Source: an optimization exercise on an open RTL-to-GDS flow (aim: small area, a short achievable clock period and few clock cycles). Production flows keep margins and buffers that such runs may drop.
Where RTL was checked, it was by simulation tests only, not by an equivalence proof against the original.

==> inputs of run a <==
==> flow/design.v <==
module wnaf_expander (
    input  wire       clk,
    input  wire       rst,           
    input  wire       req_valid,
    output wire       req_ready,
    input  wire       req_we,
    input  wire [8:0] req_addr,
    input  wire [7:0] req_wdata,
    output reg        rsp_valid,
    output reg        rsp_err,
    output reg  [7:0] rsp_rdata
);
    localparam [1:0] PH_IDLE  = 2'd0,
                     PH_BUSY  = 2'd1,
                     PH_DONE  = 2'd2,
                     PH_FAULT = 2'd3;
    reg [7:0]   scalar [0:31];   
    reg [31:0]  svalid;
    reg [7:0]   w;
    reg [1:0]   phase;
    reg [1:0]   fcause;
    reg         cout;
    reg [255:0] snap;            
    reg [16:0]  lk;              
    reg [7:0]   nb;              
    reg [1:0]   ws;              
    reg [4:0]   q;               
    reg [2:0]   r;
    reg [5:0]   bm;              
    reg         stall;           
    reg         rdy;             
    reg         hit;             
    reg         sk1;             
    reg         f_wsc, f_ww, f_exp, f_srst;           
    reg         f_rsc, f_rw, f_rst, f_rfc, f_rdig;    
    reg         f_v;                                  
    reg [7:0]   rq_addr;
    reg [7:0]   rq_wdata;
    assign req_ready = rdy;
    wire accept = req_valid & ~stall;
    wire ph_idle  = (phase == PH_IDLE);
    wire ph_busy  = (phase == PH_BUSY);
    wire ph_done  = (phase == PH_DONE);
    wire ph_fault = (phase == PH_FAULT);
    reg  srdy;                   
    reg  badw;                   
    wire host_can_write = ph_idle | ph_done;
    wire wr_scalar = f_wsc & host_can_write;
    wire wr_w      = f_ww & host_can_write;
    wire do_expand = f_exp & host_can_write;
    wire do_srst   = f_srst & ~ph_busy;
    wire short = ~srdy;
    wire start = do_expand & ~badw & ~short;
    wire [255:0] x;
    genvar gi;
    generate
        for (gi = 0; gi < 32; gi = gi + 1) begin : g_x
            assign x[8*gi +: 8] = scalar[gi];
        end
    endgenerate
    wire rd_digit = f_rdig & ph_done;
    wire dig_now  = rd_digit & hit;                 
    wire seek     = rd_digit & ~hit;                
    wire [7:0] pos = {q, r};
    wire [5:0] wfill = {ws == 2'd3, ws >= 2'd2, ws != 2'd0, 3'b111};   
    wire       s_start = ~bm[0] & (lk[1] ^ lk[0]);
    wire [5:0] s_bm    = s_start ? wfill : {1'b0, bm[5:1]};
    reg  [7:0] s_digit;
    always @(*) begin
        case (ws)
            2'd0: s_digit = {{5{lk[4]}}, lk[4:2], 1'b1};
            2'd1: s_digit = {{4{lk[5]}}, lk[5:2], 1'b1};
            2'd2: s_digit = {{3{lk[6]}}, lk[6:2], 1'b1};
            default: s_digit = {{2{lk[7]}}, lk[7:2], 1'b1};
        endcase
        if (!s_start) s_digit = 8'h00;
    end
    reg [7:0] c_st;        
    reg [5:0] c_bm;        
    integer ci, cj;
    always @(*) begin
        for (ci = 0; ci < 8; ci = ci + 1) begin
            c_st[ci] = (lk[ci + 1] ^ lk[ci]);
            if (ci < 6)
                c_st[ci] = c_st[ci] & ~bm[ci];
            for (cj = 1; cj <= 6; cj = cj + 1)
                if (ci - cj >= 0 && (cj <= 3 || (cj == 4 && ws != 2'd0) ||
                                     (cj == 5 && ws[1]) || (cj == 6 && ws == 2'd3)))
                    c_st[ci] = c_st[ci] & ~c_st[ci - cj];
        end
        for (ci = 0; ci < 6; ci = ci + 1) begin
            c_bm[ci] = 1'b0;
            for (cj = 0; cj < 8; cj = cj + 1)
                if (8 + ci - cj <= 3)
                    c_bm[ci] = c_bm[ci] | c_st[cj];
                else if (8 + ci - cj <= 6)
                    c_bm[ci] = c_bm[ci] | (c_st[cj] & (ws >= (8 + ci - cj - 3)));
        end
    end
    wire mv_byte   = ph_busy | (seek & ~sk1);
    wire mv_single = dig_now | (seek & sk1);
    wire xing      = mv_byte | (mv_single & (r == 3'd7));    
    wire [4:0] q_p1   = q + 5'd1;
    wire [7:0] pos_p1 = pos + 8'd1;
    wire [7:0] pos_next = start ? 8'd0 :
                          mv_byte ? {q_p1, 3'b000} :
                          mv_single ? pos_p1 : pos;
    wire [7:0] ta = req_addr[7:0];
    wire [7:0] tr = rq_addr;
    wire a_s = (ta == pos_p1);
    wire a_h = (ta == pos);
    wire a_hit = ~start & ~mv_byte & (mv_single ? a_s : a_h);
    wire r_q1 = (tr[7:3] == q_p1), r_q = (tr[7:3] == q);
    wire r_b = r_q1 & (tr[2:0] == 3'd0);
    wire r_s = (r == 3'd7) ? r_b : (r_q & (tr[2:0] == r + 3'd1));
    wire r_hit = mv_byte ? r_b : r_s;
    wire r_sk = (mv_byte | (r == 3'd7)) ? r_q1 : 1'b1;
    wire [4:0] q_p3 = q + 5'd3;
    wire [7:0] nb_next = (q > 5'd28) ? 8'h00 : snap[{q_p3, 3'b000} +: 8];
    wire       wrap = xing & (q == 5'd31);
    always @(posedge clk) begin
        if (start) begin
            q    <= 5'd0;
            r    <= 3'd0;
            bm   <= 6'd0;
            cout <= 1'b0;
            lk   <= {scalar[1], scalar[0], 1'b0};
            nb   <= scalar[2];
        end else if (mv_byte | mv_single) begin
            q  <= pos_next[7:3];
            r  <= pos_next[2:0];
            if (wrap) begin
                lk <= {snap[15:0], 1'b0};
                nb <= snap[23:16];
            end else begin
                if (mv_byte)
                    lk <= {nb, lk[16:8]};
                else
                    lk <= {nb[r], lk[16:1]};
                if (xing)
                    nb <= nb_next;
            end
            if (wrap)
                bm <= 6'd0;
            else if (mv_byte)
                bm <= c_bm;
            else
                bm <= s_bm;
            if (ph_busy && q == 5'd31)
                cout <= lk[8] & ~c_bm[0];
        end
    end
    always @(posedge clk) begin
        if (start) begin
            snap <= x;
            ws   <= w[1:0];
        end
    end
    wire i_rdig = ~req_we & req_addr[8];
    always @(posedge clk) begin
        if (rst) begin
            stall  <= 1'b0;
            rdy    <= 1'b1;
            hit    <= 1'b0;
            sk1    <= 1'b0;
            f_wsc  <= 1'b0;
            f_ww   <= 1'b0;
            f_exp  <= 1'b0;
            f_srst <= 1'b0;
            f_rsc  <= 1'b0;
            f_rw   <= 1'b0;
            f_rst  <= 1'b0;
            f_rfc  <= 1'b0;
            f_rdig <= 1'b0;
            f_v    <= 1'b0;
        end else if (seek) begin
            hit    <= r_hit;
            sk1    <= r_sk;
        end else begin
            stall  <= accept & i_rdig & ~a_hit;
            rdy    <= ~(accept & i_rdig & ~a_hit);
            hit    <= a_hit;
            sk1    <= 1'b1;
            f_wsc  <= accept & req_we & (req_addr[8:5] == 4'b0000);
            f_ww   <= accept & req_we & (req_addr == 9'h020);
            f_exp  <= accept & req_we & (req_addr == 9'h021) & (req_wdata == 8'h01);
            f_srst <= accept & req_we & (req_addr == 9'h021) & (req_wdata == 8'h02);
            f_rsc  <= accept & ~req_we & (req_addr[8:5] == 4'b0000);
            f_rw   <= accept & ~req_we & (req_addr == 9'h020);
            f_rst  <= accept & ~req_we & (req_addr == 9'h022);
            f_rfc  <= accept & ~req_we & (req_addr == 9'h023);
            f_rdig <= accept & i_rdig;
            f_v    <= accept;
        end
    end
    always @(posedge clk) begin
        if (~stall)
            rq_addr <= req_addr[7:0];
        rq_wdata <= req_wdata;
    end
    wire ok = wr_scalar | wr_w | do_expand | do_srst | f_rsc | f_rw | f_rst | f_rfc | rd_digit;
    wire [7:0] status = {3'b000, srdy, ph_done & cout, ph_fault, ph_done, ph_busy};
    wire [7:0] rd_data =
        ({8{f_rsc & svalid[rq_addr[4:0]]}} & scalar[rq_addr[4:0]]) |
        ({8{f_rw}}   & w) |
        ({8{f_rst}}  & status) |
        ({8{f_rfc}}  & {6'b000000, fcause}) |
        ({8{rd_digit}} & s_digit);
    always @(posedge clk) begin
        if (rst) begin
            rsp_valid <= 1'b0;
            rsp_err   <= 1'b0;
            rsp_rdata <= 8'h00;
        end else begin
            rsp_valid <= f_v & ~seek;
            rsp_err   <= ~ok;
            rsp_rdata <= ok ? rd_data : 8'h80;
        end
    end
    always @(posedge clk) begin
        if (rst) begin
            phase  <= PH_IDLE;
            fcause <= 2'b00;
        end else if (do_srst) begin
            phase  <= PH_IDLE;
            fcause <= 2'b00;
        end else if (do_expand) begin
            if (badw | short) begin
                phase  <= PH_FAULT;
                fcause <= {short, badw};
            end else begin
                phase <= scalar[31][7] ? PH_BUSY : PH_DONE;
            end
        end else if (ph_busy) begin
            if (q == 5'd31)
                phase <= PH_DONE;
        end
    end
    reg [31:0] svalid_next;
    reg [7:0]  w_next;
    always @(*) begin
        svalid_next = svalid;
        w_next      = w;
        if (wr_scalar)
            svalid_next[rq_addr[4:0]] = 1'b1;
        if (wr_w)
            w_next = rq_wdata;
        if (rst || do_srst) begin
            svalid_next = 32'h0;
            w_next      = 8'h00;
        end
    end
    reg [31:0] svalid_set;
    always @(*) begin
        svalid_set = svalid;
        svalid_set[rq_addr[4:0]] = 1'b1;
    end
    wire clr = rst | do_srst;
    always @(posedge clk) begin
        svalid <= svalid_next;
        w      <= w_next;
        srdy   <= ~clr & (wr_scalar ? &svalid_set : &svalid);
        badw   <= clr | (w_next[7:2] != 6'b000001);
    end
    always @(posedge clk) begin
        if (wr_scalar)
            scalar[rq_addr[4:0]] <= rq_wdata;
    end
endmodule
==> flow/run.sh <==
#!/bin/bash
# synth_recipe.tcl (not shown) runs the flow's synth.tcl, then flattens the netlist and writes it again
# the make line also repeats each setting of config.mk as NAME=value (left out here)
make -C /OpenROAD-flow-scripts/flow DESIGN_CONFIG=/design/flow/config.mk WORK_HOME=/design/flow/orfs CLKGATE_MAP_FILE= SYNTH_SCRIPT=/design/flow/synth_recipe.tcl finish
==> flow/config.mk <==
export PLATFORM = sky130hd
export DESIGN_NAME = wnaf_expander
export DESIGN_NICKNAME = wnaf_expander
export VERILOG_FILES = /design/flow/design.v
export SDC_FILE = /design/flow/constraint.sdc
export NUM_CORES = 4
export LEC_CHECK = 0
export CAP_MARGIN = 20
export CORE_MARGIN = 2
export CORE_UTILIZATION = 35
export CTS_CLUSTER_DIAMETER = 80
export CTS_CLUSTER_SIZE = 20
export PLACE_DENSITY = 0.55
export SETUP_SLACK_MARGIN = 4.4
export SLEW_MARGIN = 20
export TNS_END_PERCENT = 5
==> flow/constraint.sdc <==
create_clock -name core_clock -period 7.0 [get_ports {clk}]
set_input_delay 1.4000 -clock core_clock [delete_from_list [all_inputs] [get_ports {clk}]]
set_output_delay 1.4000 -clock core_clock [all_outputs]
set_load 0.01 [all_outputs]
==> run b: changes against run a <==
--- a/flow/design.v
+++ b/flow/design.v
@@ -22,5 +22,5 @@
     reg         cout;
     reg [255:0] snap;            
-    reg [16:0]  lk;              
+    reg [8:0]   lk;              
     reg [7:0]   nb;              
     reg [1:0]   ws;              
@@ -32,5 +32,7 @@
     reg         hit;             
     reg         sk1;             
-    reg         f_wsc, f_ww, f_exp, f_srst;           
+    reg [7:0]   f_whi;           
+    reg [3:0]   f_wlo;           
+    reg         f_ww, f_exp, f_srst;                  
     reg         f_rsc, f_rw, f_rst, f_rfc, f_rdig;    
     reg         f_v;                                  
@@ -38,4 +40,5 @@
     reg [7:0]   rq_wdata;
     assign req_ready = rdy;
+    integer k;
     wire accept = req_valid & ~stall;
     wire ph_idle  = (phase == PH_IDLE);
@@ -46,5 +49,13 @@
     reg  badw;                   
     wire host_can_write = ph_idle | ph_done;
+    wire f_wsc     = |f_whi;
     wire wr_scalar = f_wsc & host_can_write;
+    wire [31:0] wr_byte;         
+    genvar gb;
+    generate
+        for (gb = 0; gb < 32; gb = gb + 1) begin : g_wb
+            assign wr_byte[gb] = f_whi[gb / 4] & f_wlo[gb % 4] & host_can_write;
+        end
+    endgenerate
     wire wr_w      = f_ww & host_can_write;
     wire do_expand = f_exp & host_can_write;
@@ -116,6 +127,6 @@
     wire r_hit = mv_byte ? r_b : r_s;
     wire r_sk = (mv_byte | (r == 3'd7)) ? r_q1 : 1'b1;
-    wire [4:0] q_p3 = q + 5'd3;
-    wire [7:0] nb_next = (q > 5'd28) ? 8'h00 : snap[{q_p3, 3'b000} +: 8];
+    wire [4:0] q_p2 = q + 5'd2;
+    wire [7:0] nb_next = (q > 5'd29) ? 8'h00 : snap[{q_p2, 3'b000} +: 8];
     wire       wrap = xing & (q == 5'd31);
     always @(posedge clk) begin
@@ -125,17 +136,17 @@
             bm   <= 6'd0;
             cout <= 1'b0;
-            lk   <= {scalar[1], scalar[0], 1'b0};
-            nb   <= scalar[2];
+            lk   <= {scalar[0], 1'b0};
+            nb   <= scalar[1];
         end else if (mv_byte | mv_single) begin
             q  <= pos_next[7:3];
             r  <= pos_next[2:0];
             if (wrap) begin
-                lk <= {snap[15:0], 1'b0};
-                nb <= snap[23:16];
+                lk <= {snap[7:0], 1'b0};
+                nb <= snap[15:8];
             end else begin
                 if (mv_byte)
-                    lk <= {nb, lk[16:8]};
+                    lk <= {nb, lk[8]};
                 else
-                    lk <= {nb[r], lk[16:1]};
+                    lk <= {nb[r], lk[8:1]};
                 if (xing)
                     nb <= nb_next;
@@ -164,5 +175,5 @@
             hit    <= 1'b0;
             sk1    <= 1'b0;
-            f_wsc  <= 1'b0;
+            f_whi  <= 8'h00;
             f_ww   <= 1'b0;
             f_exp  <= 1'b0;
@@ -182,5 +193,6 @@
             hit    <= a_hit;
             sk1    <= 1'b1;
-            f_wsc  <= accept & req_we & (req_addr[8:5] == 4'b0000);
+            for (k = 0; k < 8; k = k + 1)
+                f_whi[k] <= accept & req_we & (req_addr[8:2] == k);
             f_ww   <= accept & req_we & (req_addr == 9'h020);
             f_exp  <= accept & req_we & (req_addr == 9'h021) & (req_wdata == 8'h01);
@@ -198,4 +210,6 @@
             rq_addr <= req_addr[7:0];
         rq_wdata <= req_wdata;
+        for (k = 0; k < 4; k = k + 1)
+            f_wlo[k] <= (req_addr[1:0] == k);
     end
     wire ok = wr_scalar | wr_w | do_expand | do_srst | f_rsc | f_rw | f_rst | f_rfc | rd_digit;
@@ -242,6 +256,5 @@
         svalid_next = svalid;
         w_next      = w;
-        if (wr_scalar)
-            svalid_next[rq_addr[4:0]] = 1'b1;
+        svalid_next = svalid_next | wr_byte;
         if (wr_w)
             w_next = rq_wdata;
@@ -251,19 +264,16 @@
         end
     end
-    reg [31:0] svalid_set;
-    always @(*) begin
-        svalid_set = svalid;
-        svalid_set[rq_addr[4:0]] = 1'b1;
-    end
     wire clr = rst | do_srst;
     always @(posedge clk) begin
         svalid <= svalid_next;
         w      <= w_next;
-        srdy   <= ~clr & (wr_scalar ? &svalid_set : &svalid);
+        srdy   <= ~clr & (&(svalid | wr_byte));
         badw   <= clr | (w_next[7:2] != 6'b000001);
     end
-    always @(posedge clk) begin
-        if (wr_scalar)
-            scalar[rq_addr[4:0]] <= rq_wdata;
+    integer b;
+    always @(posedge clk) begin
+        for (b = 0; b < 32; b = b + 1)
+            if (wr_byte[b])
+                scalar[b] <= rq_wdata;
     end
 endmodule
--- a/flow/config.mk
+++ b/flow/config.mk
@@ -6,4 +6,5 @@
 export NUM_CORES = 4
 export LEC_CHECK = 0
+export ABC_AREA = 1
 export CAP_MARGIN = 20
 export CORE_MARGIN = 2
@@ -14,3 +15,2 @@
 export SETUP_SLACK_MARGIN = 4.4
 export SLEW_MARGIN = 20
-export TNS_END_PERCENT = 5
==> run c: changes against run a <==
--- a/flow/design.v
+++ b/flow/design.v
@@ -21,7 +21,7 @@
     reg [1:0]   fcause;
     reg         cout;
-    reg [255:0] snap;            
-    reg [16:0]  lk;              
-    reg [7:0]   nb;              
+    reg [7:0]   ring [0:31];     
+    reg         rp;              
+    reg [15:0]  lk;              
     reg [1:0]   ws;              
     reg [4:0]   q;               
@@ -29,5 +29,4 @@
     reg [5:0]   bm;              
     reg         stall;           
-    reg         rdy;             
     reg         hit;             
     reg         sk1;             
@@ -37,5 +36,5 @@
     reg [7:0]   rq_addr;
     reg [7:0]   rq_wdata;
-    assign req_ready = rdy;
+    assign req_ready = ~stall;
     wire accept = req_valid & ~stall;
     wire ph_idle  = (phase == PH_IDLE);
@@ -52,11 +51,4 @@
     wire short = ~srdy;
     wire start = do_expand & ~badw & ~short;
-    wire [255:0] x;
-    genvar gi;
-    generate
-        for (gi = 0; gi < 32; gi = gi + 1) begin : g_x
-            assign x[8*gi +: 8] = scalar[gi];
-        end
-    endgenerate
     wire rd_digit = f_rdig & ph_done;
     wire dig_now  = rd_digit & hit;                 
@@ -108,15 +100,19 @@
     wire [7:0] ta = req_addr[7:0];
     wire [7:0] tr = rq_addr;
+    wire a_z = (ta == 8'd0),            r_b = (tr == {q_p1, 3'b000});
+    wire a_b = (ta == {q_p1, 3'b000}),  r_s = (tr == pos_p1);
     wire a_s = (ta == pos_p1);
     wire a_h = (ta == pos);
-    wire a_hit = ~start & ~mv_byte & (mv_single ? a_s : a_h);
+    wire a_hit = start ? a_z : mv_byte ? a_b : mv_single ? a_s : a_h;
+    wire r_hit = mv_byte ? r_b : r_s;
+    wire a_q0 = (ta[7:3] == 5'd0), a_q1 = (ta[7:3] == q_p1), a_q = (ta[7:3] == q);
     wire r_q1 = (tr[7:3] == q_p1), r_q = (tr[7:3] == q);
-    wire r_b = r_q1 & (tr[2:0] == 3'd0);
-    wire r_s = (r == 3'd7) ? r_b : (r_q & (tr[2:0] == r + 3'd1));
-    wire r_hit = mv_byte ? r_b : r_s;
-    wire r_sk = (mv_byte | (r == 3'd7)) ? r_q1 : 1'b1;
-    wire [4:0] q_p3 = q + 5'd3;
-    wire [7:0] nb_next = (q > 5'd28) ? 8'h00 : snap[{q_p3, 3'b000} +: 8];
-    wire       wrap = xing & (q == 5'd31);
+    wire a_sk = start ? a_q0 : mv_byte ? a_q1 :
+                mv_single ? ((r == 3'd7) ? a_q1 : 1'b1) : ((r != 3'd0) | a_q);
+    wire r_sk = mv_byte ? r_q1 : ((r == 3'd7) ? r_q1 : 1'b1);
+    wire [7:0] nb1 = rp ? ring[1] : ring[0];
+    wire [7:0] nb2 = rp ? ring[2] : ring[1];
+    wire       new_bit = (r == 3'd0) ? ((q == 5'd31) ? 1'b0 : nb1[7])
+                                     : ((q[4:1] == 4'hf) ? 1'b0 : nb2[r - 3'd1]);
     always @(posedge clk) begin
         if (start) begin
@@ -125,21 +121,14 @@
             bm   <= 6'd0;
             cout <= 1'b0;
-            lk   <= {scalar[1], scalar[0], 1'b0};
-            nb   <= scalar[2];
+            lk   <= {scalar[1][6:0], scalar[0], 1'b0};
         end else if (mv_byte | mv_single) begin
             q  <= pos_next[7:3];
             r  <= pos_next[2:0];
-            if (wrap) begin
-                lk <= {snap[15:0], 1'b0};
-                nb <= snap[23:16];
-            end else begin
-                if (mv_byte)
-                    lk <= {nb, lk[16:8]};
-                else
-                    lk <= {nb[r], lk[16:1]};
-                if (xing)
-                    nb <= nb_next;
-            end
-            if (wrap)
+            if (xing)
+                lk <= {(q == 5'd30) ? 7'h00 : nb2[6:0], nb1,
+                       (q == 5'd31) ? 1'b0 : (mv_byte ? lk[8] : lk[1])};   
+            else
+                lk <= {new_bit, lk[15:1]};
+            if (q == 5'd31 && xing)
                 bm <= 6'd0;
             else if (mv_byte)
@@ -151,9 +140,20 @@
         end
     end
+    integer k;
     always @(posedge clk) begin
         if (start) begin
-            snap <= x;
-            ws   <= w[1:0];
-        end
+            for (k = 0; k < 32; k = k + 1)
+                ring[k] <= scalar[(k + 1) % 32];
+            ws <= w[1:0];
+        end else if (rp) begin
+            for (k = 0; k < 32; k = k + 1)
+                ring[k] <= ring[(k + 1) % 32];
+        end
+    end
+    always @(posedge clk) begin
+        if (rst)
+            rp <= 1'b0;
+        else
+            rp <= xing & ~start;
     end
     wire i_rdig = ~req_we & req_addr[8];
@@ -161,5 +161,4 @@
         if (rst) begin
             stall  <= 1'b0;
-            rdy    <= 1'b1;
             hit    <= 1'b0;
             sk1    <= 1'b0;
@@ -179,7 +178,6 @@
         end else begin
             stall  <= accept & i_rdig & ~a_hit;
-            rdy    <= ~(accept & i_rdig & ~a_hit);
             hit    <= a_hit;
-            sk1    <= 1'b1;
+            sk1    <= a_sk;
             f_wsc  <= accept & req_we & (req_addr[8:5] == 4'b0000);
             f_ww   <= accept & req_we & (req_addr == 9'h020);
@@ -195,7 +193,8 @@
     end
     always @(posedge clk) begin
-        if (~stall)
-            rq_addr <= req_addr[7:0];
-        rq_wdata <= req_wdata;
+        if (~stall) begin
+            rq_addr  <= req_addr[7:0];
+            rq_wdata <= req_wdata;
+        end
     end
     wire ok = wr_scalar | wr_w | do_expand | do_srst | f_rsc | f_rw | f_rst | f_rfc | rd_digit;
--- a/flow/config.mk
+++ b/flow/config.mk
@@ -9,8 +9,7 @@
 export CORE_MARGIN = 2
 export CORE_UTILIZATION = 35
-export CTS_CLUSTER_DIAMETER = 80
-export CTS_CLUSTER_SIZE = 20
+export CTS_CLUSTER_DIAMETER = 100
+export CTS_CLUSTER_SIZE = 28
 export PLACE_DENSITY = 0.55
 export SETUP_SLACK_MARGIN = 4.4
 export SLEW_MARGIN = 20
-export TNS_END_PERCENT = 5
==> run d: changes against run a <==
--- a/flow/design.v
+++ b/flow/design.v
@@ -22,5 +22,5 @@
     reg         cout;
     reg [255:0] snap;            
-    reg [16:0]  lk;              
+    reg [8:0]   lk;              
     reg [7:0]   nb;              
     reg [1:0]   ws;              
@@ -32,5 +32,7 @@
     reg         hit;             
     reg         sk1;             
-    reg         f_wsc, f_ww, f_exp, f_srst;           
+    reg [7:0]   f_whi;           
+    reg [3:0]   f_wlo;           
+    reg         f_ww, f_exp, f_srst;                  
     reg         f_rsc, f_rw, f_rst, f_rfc, f_rdig;    
     reg         f_v;                                  
@@ -38,4 +40,5 @@
     reg [7:0]   rq_wdata;
     assign req_ready = rdy;
+    integer k;
     wire accept = req_valid & ~stall;
     wire ph_idle  = (phase == PH_IDLE);
@@ -46,5 +49,13 @@
     reg  badw;                   
     wire host_can_write = ph_idle | ph_done;
+    wire f_wsc     = |f_whi;
     wire wr_scalar = f_wsc & host_can_write;
+    wire [31:0] wr_byte;         
+    genvar gb;
+    generate
+        for (gb = 0; gb < 32; gb = gb + 1) begin : g_wb
+            assign wr_byte[gb] = f_whi[gb / 4] & f_wlo[gb % 4] & host_can_write;
+        end
+    endgenerate
     wire wr_w      = f_ww & host_can_write;
     wire do_expand = f_exp & host_can_write;
@@ -116,6 +127,6 @@
     wire r_hit = mv_byte ? r_b : r_s;
     wire r_sk = (mv_byte | (r == 3'd7)) ? r_q1 : 1'b1;
-    wire [4:0] q_p3 = q + 5'd3;
-    wire [7:0] nb_next = (q > 5'd28) ? 8'h00 : snap[{q_p3, 3'b000} +: 8];
+    wire [4:0] q_p2 = q + 5'd2;
+    wire [7:0] nb_next = (q > 5'd29) ? 8'h00 : snap[{q_p2, 3'b000} +: 8];
     wire       wrap = xing & (q == 5'd31);
     always @(posedge clk) begin
@@ -125,17 +136,17 @@
             bm   <= 6'd0;
             cout <= 1'b0;
-            lk   <= {scalar[1], scalar[0], 1'b0};
-            nb   <= scalar[2];
+            lk   <= {scalar[0], 1'b0};
+            nb   <= scalar[1];
         end else if (mv_byte | mv_single) begin
             q  <= pos_next[7:3];
             r  <= pos_next[2:0];
             if (wrap) begin
-                lk <= {snap[15:0], 1'b0};
-                nb <= snap[23:16];
+                lk <= {snap[7:0], 1'b0};
+                nb <= snap[15:8];
             end else begin
                 if (mv_byte)
-                    lk <= {nb, lk[16:8]};
+                    lk <= {nb, lk[8]};
                 else
-                    lk <= {nb[r], lk[16:1]};
+                    lk <= {nb[r], lk[8:1]};
                 if (xing)
                     nb <= nb_next;
@@ -164,5 +175,5 @@
             hit    <= 1'b0;
             sk1    <= 1'b0;
-            f_wsc  <= 1'b0;
+            f_whi  <= 8'h00;
             f_ww   <= 1'b0;
             f_exp  <= 1'b0;
@@ -182,5 +193,6 @@
             hit    <= a_hit;
             sk1    <= 1'b1;
-            f_wsc  <= accept & req_we & (req_addr[8:5] == 4'b0000);
+            for (k = 0; k < 8; k = k + 1)
+                f_whi[k] <= accept & req_we & (req_addr[8:2] == k);
             f_ww   <= accept & req_we & (req_addr == 9'h020);
             f_exp  <= accept & req_we & (req_addr == 9'h021) & (req_wdata == 8'h01);
@@ -198,4 +210,6 @@
             rq_addr <= req_addr[7:0];
         rq_wdata <= req_wdata;
+        for (k = 0; k < 4; k = k + 1)
+            f_wlo[k] <= (req_addr[1:0] == k);
     end
     wire ok = wr_scalar | wr_w | do_expand | do_srst | f_rsc | f_rw | f_rst | f_rfc | rd_digit;
@@ -242,6 +256,5 @@
         svalid_next = svalid;
         w_next      = w;
-        if (wr_scalar)
-            svalid_next[rq_addr[4:0]] = 1'b1;
+        svalid_next = svalid_next | wr_byte;
         if (wr_w)
             w_next = rq_wdata;
@@ -251,19 +264,16 @@
         end
     end
-    reg [31:0] svalid_set;
-    always @(*) begin
-        svalid_set = svalid;
-        svalid_set[rq_addr[4:0]] = 1'b1;
-    end
     wire clr = rst | do_srst;
     always @(posedge clk) begin
         svalid <= svalid_next;
         w      <= w_next;
-        srdy   <= ~clr & (wr_scalar ? &svalid_set : &svalid);
+        srdy   <= ~clr & (&(svalid | wr_byte));
         badw   <= clr | (w_next[7:2] != 6'b000001);
     end
-    always @(posedge clk) begin
-        if (wr_scalar)
-            scalar[rq_addr[4:0]] <= rq_wdata;
+    integer b;
+    always @(posedge clk) begin
+        for (b = 0; b < 32; b = b + 1)
+            if (wr_byte[b])
+                scalar[b] <= rq_wdata;
     end
 endmodule
--- a/flow/config.mk
+++ b/flow/config.mk
@@ -6,4 +6,5 @@
 export NUM_CORES = 4
 export LEC_CHECK = 0
+export ABC_AREA = 1
 export CAP_MARGIN = 20
 export CORE_MARGIN = 2
@@ -12,5 +13,4 @@
 export CTS_CLUSTER_SIZE = 20
 export PLACE_DENSITY = 0.55
-export SETUP_SLACK_MARGIN = 4.4
+export SETUP_SLACK_MARGIN = 4.6
 export SLEW_MARGIN = 20
-export TNS_END_PERCENT = 5
==> impl_metrics.py <==
metrics = {
    "outcome": {
        "status": "finished clean",
    },
    "critical_path": {
        "r2r_start": "phase[0]",
        "cp.depth": 2,
        "crit_buf_inv": 2,
        "slowest_stage": "dfxtp_4",
    },
    "synthesis": {
        "synth_seq_area_share": 0.641,
        "synth_cell_type_count": 84,
        "synth_top_family_by_area": "simple AND/OR/NAND/NOR gates",
        "ys_warn_count": 23,
    },
    "final_layout": {
        "final_common_cell": "nand2_1",
        "inverters_excl_clock": 19,
    },
    "clock_network": {
        "clkTransAtPathRegs_ps": 100,
    },
    "grt": {
        "grt_first_pass_wirelength_mm": 120,
        "antenna_found_initial": 6,
    },
    "drt": {
        "wl_met2_mm": 38.9,
        "met1Wirelength_mm": 36.1,
        "wl_per_cell_um": 23.3,
    },
    "power_and_ir_drop": {
        "swShare": 0.225,
    },
    "min_path": {
        "worstHoldEndpoint": "f_v",
    },
}
# the run above: run c

==> impl_metrics.py <==
metrics = {
    "outcome": {
        "status": "finished clean",
    },
    "power_and_ir_drop": {
        "swShare": 0.243,
    },
    "synthesis": {
        "ys_warn_count": 23,
        "synth_seq_area_share": 0.684,
        "synth_top_family_by_area": "simple AND/OR/NAND/NOR gates",
    },
    "final_layout": {
        "final_common_cell": "edfxtp_1",
    },
    "grt": {
        "antenna_found_initial": 0,
        "grt_first_pass_wirelength_mm": 119,
    },
    "critical_path": {
        "r2r_start": "rq_addr[1]",
        "slowest_stage": "edfxtp_1",
        "cp.depth": 13,
        "crit_buf_inv": 2,
    },
    "drt": {
        "wl_per_cell_um": 22.9,
        "wl_met2_mm": 39.8,
        "met1Wirelength_mm": 33.7,
    },
    "clock_network": {
        "clkTransAtPathRegs_ps": 80,
    },
}
# the run above: run b

==> impl_metrics.py <==
metrics = {
    "outcome": {
        "status": "finished clean",
    },
    "synthesis": {
        "synth_top_family_by_area": "multiplexers",
        "synth_cell_type_count": 76,
        "synth_seq_area_share": 0.684,
    },
    "drt": {
        "wl_met2_mm": 36.9,
        "met1Wirelength_mm": 32.0,
    },
    "critical_path": {
        "r2r_start": "rq_addr[1]",
        "cp.depth": 6,
        "crit_buf_inv": 1,
        "slowest_stage": "clkdlybuf4s50_1",
    },
    "clock_network": {
        "clkTransAtPathRegs_ps": 80,
    },
    "grt": {
        "antenna_found_initial": 1,
        "grt_first_pass_wirelength_mm": 109,
    },
    "min_path": {
        "worstHoldEndpoint": "snap[167]",
    },
}
# the run above: run a

==> impl_metrics.py <==
metrics = {
    "final_layout": {
        "final_common_cell": "edfxtp_1",
        "n_antenna_cell": 2,
    },
    "power_and_ir_drop": {
        "swShare": 0.238,
    },
    "min_path": {
        "worstHoldEndpoint": "snap[74]",
    },
    "drt": {
        "wl_met2_mm": 39.1,
        "wl_per_cell_um": 22.9,
        "met1Wirelength_mm": 33.9,
    },
    "synthesis": {
        "synth_cell_type_count": 45,
        "synth_top_family_by_area": "simple AND/OR/NAND/NOR gates",
        "ys_warn_count": 23,
    },
    "critical_path": {
        "crit_buf_inv": 1,
        "r2r_start": "q[0]",
        "cp.depth": 1,
    },
    "outcome": {
        "status": "finished clean",
    },
    "floorplan": {
        "ios": 32,
    },
    "grt": {
        "antenna_found_initial": 1,
        "grt_first_pass_wirelength_mm": 119,
    },
    "timing": {
        "fmax_ghz": 0.409,
        "holdWs_ps": 426,
    },
    "placement": {
        "dpl.hpwl_mm": 51.8,
    },
}
# the run above: run d

Testbench counts of run b, summed over its fixed seeds: cycles 28,474.
Testbench counts of run c, summed over its fixed seeds: cycles 28,474.
Testbench counts of run d, summed over its fixed seeds: cycles 28,474.
Function not checked in run a: the RTL went through the layout flow alone.

[port drivers added, routing unchanged]
How much do the figures lean on ideal ports? The routed layouts below were timed once more, with nothing changed but the port constraints.
Step 1 sets driving cells, clkbuf_16 on the clock port and buf_2 on the other inputs (assumed; they add their load-dependent delay and slew).
Step 2 times the ports against the registers' clock, not the clock port: input delays grow and output delays shrink by t, the midpoint of the rising clock arrivals with the driver on.
Three values: ideal ports, drivers, drivers and shift; two values: the first two.
| run | shift t [ns] | slack for setup (ns) | hold WS [ns] |
|---|---|---|---|
| run a | 0.637 | 4.146 / 4.123 / 3.538 | 0.442 / 0.442 / 0.442 |
| run b | 0.664 | 4.440 / 4.389 / 3.879 | 0.427 / 0.427 / 0.427 |
| run c | 0.679 | 4.372 / 4.308 / 3.861 | 0.459 / 0.459 / 0.459 |
| run d | 0.657 | 4.558 / 4.495 / 4.083 | 0.426 / 0.426 / 0.426 |
After both steps setup and hold are still met in every run listed. For run a, which loses most, drivers alone change the setup slack by -0.023 ns; drivers and shift together by -0.608 ns.
